This is an optimization exercise on Yosys and OpenROAD, whose aim is small area, a short achievable clock period and few clock cycles, not a production implementation. RTL that was checked went through simulation tests only; none was proved equivalent to the original.

Setup of lagoon:
## zmc_profile
module zmc_profile #(
    parameter PPR = 2000    
) (
    input             clk,
    input             rst,
    input             in_valid,
    output            in_ready,
    input             in_op,
    input      [31:0] in_now,
    input      [15:0] in_start,
    input      [15:0] in_target,
    input      [15:0] in_time,
    input      [15:0] in_tad,
    output reg        out_valid,
    output     [15:0] pos_sp,
    output reg [1:0]  status
);
Size: ~6,000 cells after synthesis, about 1,000 flip-flops, about 120 I/O pins, ~66,000 um2 of cells after synthesis.
export LEC_CHECK = 0
export CAP_MARGIN = 20
export CORE_MARGIN = 2
export CORE_UTILIZATION = 55
export PLACE_DENSITY = 0.7
export SLEW_MARGIN = 20
create_clock -name core_clock -period 22.0 [get_ports {clk}]
standard.sh (not shown) runs the stock make flow with config.mk's settings and CLKGATE_MAP_FILE= SYNTH_SCRIPT=/design/flow/synth_recipe.tcl, a recipe that flattens the netlist after the stock synthesis.
==> flow/flow/run.sh <==
#!/bin/bash
# The standard layout, with the port buffers made from buf_2 cells instead of
# the default choice (a delay buffer).
set -o pipefail
export BUFFER_PORTS_ARGS="-buffer_cell sky130_fd_sc_hd__buf_2"
bash standard.sh > standard.log 2>&1
lagoon has completed all stages; timing, DRC and antenna checks passed.
Testbench counts of lagoon, summed over its fixed seeds: cycles 12,179.
For juniper, these inputs were changed with respect to lagoon:
# lagoon
export LEC_CHECK = 0
export CAP_MARGIN = 20
export CORE_MARGIN = 2
export CORE_UTILIZATION = 55
export PLACE_DENSITY = 0.7
export SLEW_MARGIN = 20
create_clock -name core_clock -period 22.0 [get_ports {clk}]
# juniper
export LEC_CHECK = 0
export CAP_MARGIN = 60
export CORE_MARGIN = 2
export CORE_UTILIZATION = 55
export PLACE_DENSITY = 0.7
export SLEW_MARGIN = 60
create_clock -name core_clock -period 22.0 [get_ports {clk}]
- juniper finished all stages; the layout is clean.
- Looking at smallest hold slack, juniper sits 12 ps above lagoon.
- Density: juniper denser than lagoon
- STATUS worst slack at placement: juniper wins against lagoon
- juniper — clock-buffer cell count 3 higher, lagoon as reference
- In the flow results for lagoon and juniper, the post-route cell area is larger on juniper.
- On sequential share of layout area: juniper sits below lagoon.
- In the reports for lagoon and juniper, the larger wire length of the first global-routing pass belongs to juniper.
- Looking at wire length, juniper sits 690 um higher than lagoon does.


Setup of the reference run:
Another version of the RTL of zmc_profile (not shown whole).
For scale: roughly 7900 cells after synthesis, about 1100 flip-flops, roughly 120 I/O pins.
Settings: LEC_CHECK=0, CAP_MARGIN=60, CORE_MARGIN=2, CORE_UTILIZATION=55, PLACE_DENSITY=0.7, SLEW_MARGIN=60; clock period 22.0 ns.
Scripts as last shown in full above: flow/flow/run.sh
The reference run completed every stage of the flow, and the final layout passed the timing, design-rule and antenna checks.
diff inputs: the reference run => the trial run
==> flow/run.sh (new file) <==
#!/bin/bash
# synth_recipe.tcl (not shown) runs the flow's synth.tcl, then flattens the netlist and writes it again
# the make line also repeats each setting of config.mk as NAME=value (left out here)
make -C /OpenROAD-flow-scripts/flow DESIGN_CONFIG=/design/flow/config.mk WORK_HOME=/design/flow/orfs CLKGATE_MAP_FILE= SYNTH_SCRIPT=/design/flow/synth_recipe.tcl finish
removed: flow/flow/run.sh
removed: flow/standard.sh
==> comparison <==
The trial run ends up with higher synthesis-to-layout area growth than the reference run does. Going from the reference run to the trial run, biggest cell delay along the critical path increased by 40 ps relative to the old numbers; critical path depth decreased by 24 relative to the old numbers. The trial run ended with less largest fanout of any net on the critical path than the reference run. Arrival time of data at the critical path endpoint (the trial run over the reference run): decrease, 4670 ps. Multi-input combinational cell area across the trial run and the reference run: no real change. Setup slack of the critical path after layout, the trial run and the reference run: larger value in the reference run.
Function was not checked in any run of this note: the RTL went through the layout flow alone.


## rev 12
Another version of the RTL of zmc_profile (not shown whole).
For scale: roughly 990 flip-flops, ~120 I/O pins.
==> flow/config.mk <==
export PLATFORM = sky130hd
export DESIGN_NAME = zmc_profile
export DESIGN_NICKNAME = zmc_profile
export VERILOG_FILES = /design/flow/design.v
export SDC_FILE = /design/flow/constraint.sdc
export NUM_CORES = 4
export LEC_CHECK = 0
export CAP_MARGIN = 40
export CORE_MARGIN = 2
export CORE_UTILIZATION = 55
export PLACE_DENSITY = 0.7
export SLEW_MARGIN = 40
==> flow/constraint.sdc <==
create_clock -name core_clock -period 22.0 [get_ports {clk}]
set_input_delay 4.4000 -clock core_clock [delete_from_list [all_inputs] [get_ports {clk}]]
set_output_delay 4.4000 -clock core_clock [all_outputs]
set_load 0.01 [all_outputs]
==> flow/flow/run.sh <==
#!/bin/bash
# The standard layout, with the port buffers made from buf_2 cells instead of
# the default choice (a delay buffer).
set -o pipefail
export BUFFER_PORTS_ARGS="-buffer_cell sky130_fd_sc_hd__buf_2"
bash standard.sh > standard.log 2>&1
Testbench counts of rev 12, summed over its fixed seeds: cycles 12,168.
diff inputs: rev 12 => rev 13
Settings: swapping 40 for 60 in SLEW_MARGIN; swapping 40 for 60 in CAP_MARGIN.
[summary]
Taking rev 12 as the reference, in rev 13 post-route clock period utilization dropped 0.74 points; final instance area now sits higher; clock buffer count from CTS fell 1. Fill cell instance count of the final layout was lower in the run labelled rev 13. Rev 12 ended up with sky130_fd_sc_hd__nand2_2 as its cell type of the slowest stage on the worst timing path; rev 13 ended up with sky130_fd_sc_hd__dfxtp_1. Summary: worst-case setup slack after placement, rev 13 better than rev 12.


Starting RTL as in the previous note.
export LEC_CHECK = 0
export CAP_MARGIN = 60
export CORE_MARGIN = 2
export CORE_UTILIZATION = 55
export PLACE_DENSITY = 0.8
export SLEW_MARGIN = 60
create_clock -name core_clock -period 22.0 [get_ports {clk}]
Scripts as last shown in full above: flow/flow/run.sh
Testbench counts at the start, summed over its fixed seeds: cycles 12,168.
Edit:
Settings changed: CORE_UTILIZATION 55 to 70.
Result: Via count goes up by 1.0%; clock skew is about the same; final area goes down by 0.82%; worst setup slack is worse by 51 ps; flip-flop and latch count is unchanged; global-route usage goes up by 7.4 points.

port drivers added, routing unchanged:
The results above use ideal ports. As a check the final layouts listed here were re-extracted and re-timed, cells and wires unchanged.
Step 1: set_driving_cell puts a clkbuf_16 on clk and a buf_2 on each other input, an assumption about the parent block.
Step 2 also shifts input and output timing later by t, the mid clock arrival at the registers, as if the neighbouring blocks saw the same clock.
a / b / c = ideal / step 1 / step 2; a / b = the first two.
run	shift t [ns]	setup WS [ns]	clock arrival spread, ns	slew at the worst register clock pin (ns)	worst data-port slew with drivers (ns)
lagoon	0.751	15.993 / 15.993 / 15.878	0.078 / 0.078	0.07 / 0.07	0.05
juniper	0.751	16.264 / 16.257 / 16.200	0.105 / 0.104	0.07 / 0.07	0.04
the reference run	0.814	16.320 / 16.320 / 16.320	0.055 / 0.054	0.07 / 0.07	0.05
the trial run	0.834	15.941 / 15.863 / 16.632	0.034 / 0.034	0.07 / 0.07	0.05
rev 12	0.770	16.185 / 16.185 / 15.637	0.063 / 0.062	0.07 / 0.07	0.06
rev 13	0.770	16.347 / 16.270 / 15.801	0.047 / 0.047	0.07 / 0.07	0.06
the first run of note 4	0.772	16.348 / 16.272 / 15.727	0.061 / 0.061	0.07 / 0.07	0.06
the second run of note 4	0.756	16.297 / 16.297 / 15.860	0.045 / 0.045	0.07 / 0.07	0.07
After both steps setup and hold are still met in every run listed. The setup slack of the first run of note 4, which loses most, moves by -0.076 ns with the drivers and by -0.621 ns with both steps.
